Background: an optimization exercise with open tools, aiming at small area. Do not read the settings as production practice. Function was checked by simulation only, so behaviour that the tests miss may differ from the original. The clock port is modelled as an ideal driver, which makes a skipped or thinned clock tree look cheaper than it is; a real chip needs a root buffer or a tree.

// ri_codec
module ri_codec (
    input  wire        clk,
    input  wire        rst_n,
    input  wire        tick,          
    input  wire        edge_valid,    
    input  wire        edge_rising,   
    input  wire        uart_valid,    
    input  wire [7:0]  uart_data,
    output wire        ri_out,        
    output wire        input_en,      
    output wire        frame_active,  
    output wire        rx_valid,      
    output wire [11:0] rx_cmd,
    output wire        tx_valid,      
    output wire [15:0] tx_cmd
);
Size: roughly 240 cells after synthesis, about 55 flip-flops, about 2400 um^2 of cells after synthesis.
Settings: LEC_CHECK=0, CAP_MARGIN=0, CORE_MARGIN=2, CORE_UTILIZATION=75, PLACE_DENSITY=0.9, SLEW_MARGIN=0; clock period 10.0 ns.
standard.sh (not shown) runs the stock make flow with config.mk's settings and CLKGATE_MAP_FILE= SYNTH_SCRIPT=/design/flow/synth_recipe.tcl, a recipe that flattens the netlist after the stock synthesis.
==> flow/flow/run.sh <==
#!/bin/bash
# The standard layout (the standard.sh) with these changes:
#  - synthesis uses flow/synth.tcl: the standard synthesis script with an
#    area-oriented ABC script (flow/area.abc) for the logic mapping;
#  - the port buffers are the smallest buffer, buf_1, instead of the default;
#  - the clock tree is built by flow/manual_cts.tcl (a PRE_CTS_TCL hook): the
#    clock port drives 2 to 4 clock buffers, each driving one cluster of
#    registers; the smallest tree whose estimated clock-pin slew is under
#    110 ps is kept.
# Tool output goes to synth.log and standard.log here and to ORFS's logs.
set -euo pipefail
here=$(pwd)
export BUFFER_PORTS_ARGS="-buffer_cell sky130_fd_sc_hd__buf_1"
export PRE_CTS_TCL="$here/flow/manual_cts.tcl"
export MANUAL_CTS_SLEW_NS=0.110
export MY_ABC_SCRIPT="$here/flow/area.abc"
sed "s#SYNTH_SCRIPT=[^ ]*#SYNTH_SCRIPT=$here/flow/synth.tcl#" standard.sh > own_synth.sh
grep -q "SYNTH_SCRIPT=$here/flow/synth.tcl" own_synth.sh
bash own_synth.sh synth > synth.log 2>&1
bash standard.sh > standard.log 2>&1
Other scripts of this flow, unchanged in this note and not shown: flow/flow/area.abc, flow/flow/manual_cts.tcl, flow/flow/synth.tcl
The baseline finished with timing, DRC and antenna clean.
Rerun with:
CORE_UTILIZATION = 80   (was 75)
What happened: With this change the flow never finished: it broke off in global placement; synthesized area stays the same; synthesized cell count is unchanged.
The clock cells of the first run of this note come from the design's own scripts or RTL, not from TritonCTS.


wip/raven:
Another version of the RTL of ri_codec (not shown whole).
clock: 10.0 ns
lec_check: 0
cap_margin: 20
core_margin: 2
core_utilization: 85
place_density: 0.9
slew_margin: 20
==> flow/flow/run.sh <==
#!/bin/bash
# The standard layout (the standard.sh) with these changes:
#  - synthesis uses flow/synth.tcl: the standard synthesis script with an
#    area-oriented ABC script (flow/area.abc) for the logic mapping;
#  - the port buffers are the smallest buffer, buf_1, instead of the default;
#  - the clock tree is built by flow/manual_cts.tcl (a PRE_CTS_TCL hook): the
#    clock port drives 4 clkbuf_8, each driving one cluster of registers.
# Tool output goes to synth.log and standard.log here and to ORFS's logs.
set -euo pipefail
here=$(pwd)
export BUFFER_PORTS_ARGS="-buffer_cell sky130_fd_sc_hd__buf_1"
export PRE_CTS_TCL="$here/flow/manual_cts.tcl"
export MANUAL_CTS_CELL=sky130_fd_sc_hd__clkbuf_8
export MANUAL_CTS_COUNT=3
export MY_ABC_SCRIPT="$here/flow/area.abc"
sed "s#SYNTH_SCRIPT=[^ ]*#SYNTH_SCRIPT=$here/flow/synth.tcl#" standard.sh > own_synth.sh
grep -q "SYNTH_SCRIPT=$here/flow/synth.tcl" own_synth.sh
bash own_synth.sh synth > synth.log 2>&1
bash standard.sh > standard.log 2>&1
==> flow/flow/manual_cts.tcl <==
proc manual_clock_tree { cell k } {
  set block [ord::get_db_block]
  set master [[ord::get_db] findMaster $cell]
  set clknet [$block findNet clk]
  set sinks {}
  foreach iterm [$clknet getITerms] {
    set bb [[$iterm getInst] getBBox]
    lappend sinks [list $iterm [expr ([$bb xMin] + [$bb xMax]) / 2.0] [expr ([$bb yMin] + [$bb yMax]) / 2.0]]
  }
  set n [llength $sinks]
  set sorted [lsort -real -index 1 $sinks]
  set cx {}
  set cy {}
  for {set c 0} {$c < $k} {incr c} {
    set s [lindex $sorted [expr int(($c + 0.5) * $n / $k)]]
    lappend cx [lindex $s 1]
    lappend cy [lindex $s 2]
  }
  for {set it 0} {$it < 50} {incr it} {
    set sx [lrepeat $k 0.0]
    set sy [lrepeat $k 0.0]
    set cnt [lrepeat $k 0]
    set assign {}
    foreach s $sinks {
      set best 0
      set bd 1e30
      for {set c 0} {$c < $k} {incr c} {
        set d [expr abs([lindex $s 1] - [lindex $cx $c]) + abs([lindex $s 2] - [lindex $cy $c])]
        if {$d < $bd} {
          set bd $d
          set best $c
        }
      }
      lappend assign $best
      lset sx $best [expr [lindex $sx $best] + [lindex $s 1]]
      lset sy $best [expr [lindex $sy $best] + [lindex $s 2]]
      lset cnt $best [expr [lindex $cnt $best] + 1]
    }
    for {set c 0} {$c < $k} {incr c} {
      if {[lindex $cnt $c] > 0} {
        lset cx $c [expr [lindex $sx $c] / [lindex $cnt $c]]
        lset cy $c [expr [lindex $sy $c] / [lindex $cnt $c]]
      }
    }
  }
  set nets {}
  for {set c 0} {$c < $k} {incr c} {
    set inst [odb::dbInst_create $block $master clkbuf_leaf_$c]
    set net [odb::dbNet_create $block clknet_leaf_$c]
    $net setSigType CLOCK
    [$inst findITerm A] connect $clknet
    [$inst findITerm X] connect $net
    $inst setLocation [expr int([lindex $cx $c])] [expr int([lindex $cy $c])]
    $inst setPlacementStatus PLACED
    lappend nets $net
  }
  foreach s $sinks a $assign {
    set iterm [lindex $s 0]
    $iterm disconnect
    $iterm connect [lindex $nets $a]
  }
  puts "manual clock tree: $k x $cell for $n sinks, cluster sizes $cnt"
}

manual_clock_tree $::env(MANUAL_CTS_CELL) $::env(MANUAL_CTS_COUNT)
set_propagated_clock [all_clocks]

# The tree is built: make the flow's clock_tree_synthesis call a no-op.
rename clock_tree_synthesis ""
proc clock_tree_synthesis { args } {
  puts "clock_tree_synthesis skipped: clock tree built by manual_cts.tcl"
}
Other scripts of this flow, unchanged in this note and not shown: flow/flow/area.abc, flow/flow/synth.tcl
Tool error GPL-0301 stopped wip/raven during global placement without I/O (3_1_place_gp_skip_io); no final results.
The inputs of wip/indigo differ from those of wip/raven as listed below.
- changing CORE_UTILIZATION from 85 to 70
- changing PLACE_DENSITY from 0.9 to 0.8
--- a/flow/flow/run.sh
+++ b/flow/flow/run.sh
@@ -14 +14 @@
-export MANUAL_CTS_COUNT=3
+export MANUAL_CTS_COUNT=4
Results
Apart from wip/raven, each of wip/indigo and wip/raven ends the flow with a layout that passes the timing, design-rule and antenna checks. Status: wip/raven FAILED at global placement without I/O (3_1_place_gp_skip_io) (tool error). Per the comparison of wip/indigo with wip/raven, portion of the post-synthesis area used by sequential elements comparable; total nets after synthesis comparable. Number of synthesized register bits: wip/indigo vs wip/raven identical. Die boundary height in wip/indigo vs wip/raven: up 9.5%. wip/indigo reports a higher placement row count than wip/raven does. The horizontal extent of the die in wip/indigo was higher than what wip/raven gave. | starting density of the core | lower: wip/indigo |. Diff wip/raven..wip/indigo | async set-or-reset flop fraction in the synthesized netlist | unchanged.
In wip/indigo the design's own scripts or RTL, not TritonCTS, make the clock network.

-- separate check: timing with driven ports --
In the flow no input, the clock included, has a driving cell. The finished layouts below were timed again as built, in two steps.
Step 1 assumes that a clkbuf_16 drives the clock port and a buf_2 every other input.
Step 2 also shifts input and output timing later by t, the mid clock arrival at the registers, as if the neighbouring blocks saw the same clock.
Slacks: ideal ports / drivers / drivers and shift; pairs: ideal ports / drivers.
| run | shift t [ns] | slack for setup (ns) | worst setup path after step 2 | worst register clock-pin slew, ns |
|---|---|---|---|---|
| the first run of note 1 | 0.204 | 5.636 / 5.657 / 5.453 | input to register | 0.11 / 0.11 |
| wip/indigo | 0.203 | 4.750 / 4.785 / 4.582 | input to register | 0.09 / 0.09 |
After both steps setup and hold are still met in every run listed. For the first run of note 1, which loses most, drivers alone change the setup slack by +0.021 ns; drivers and shift together by -0.183 ns.
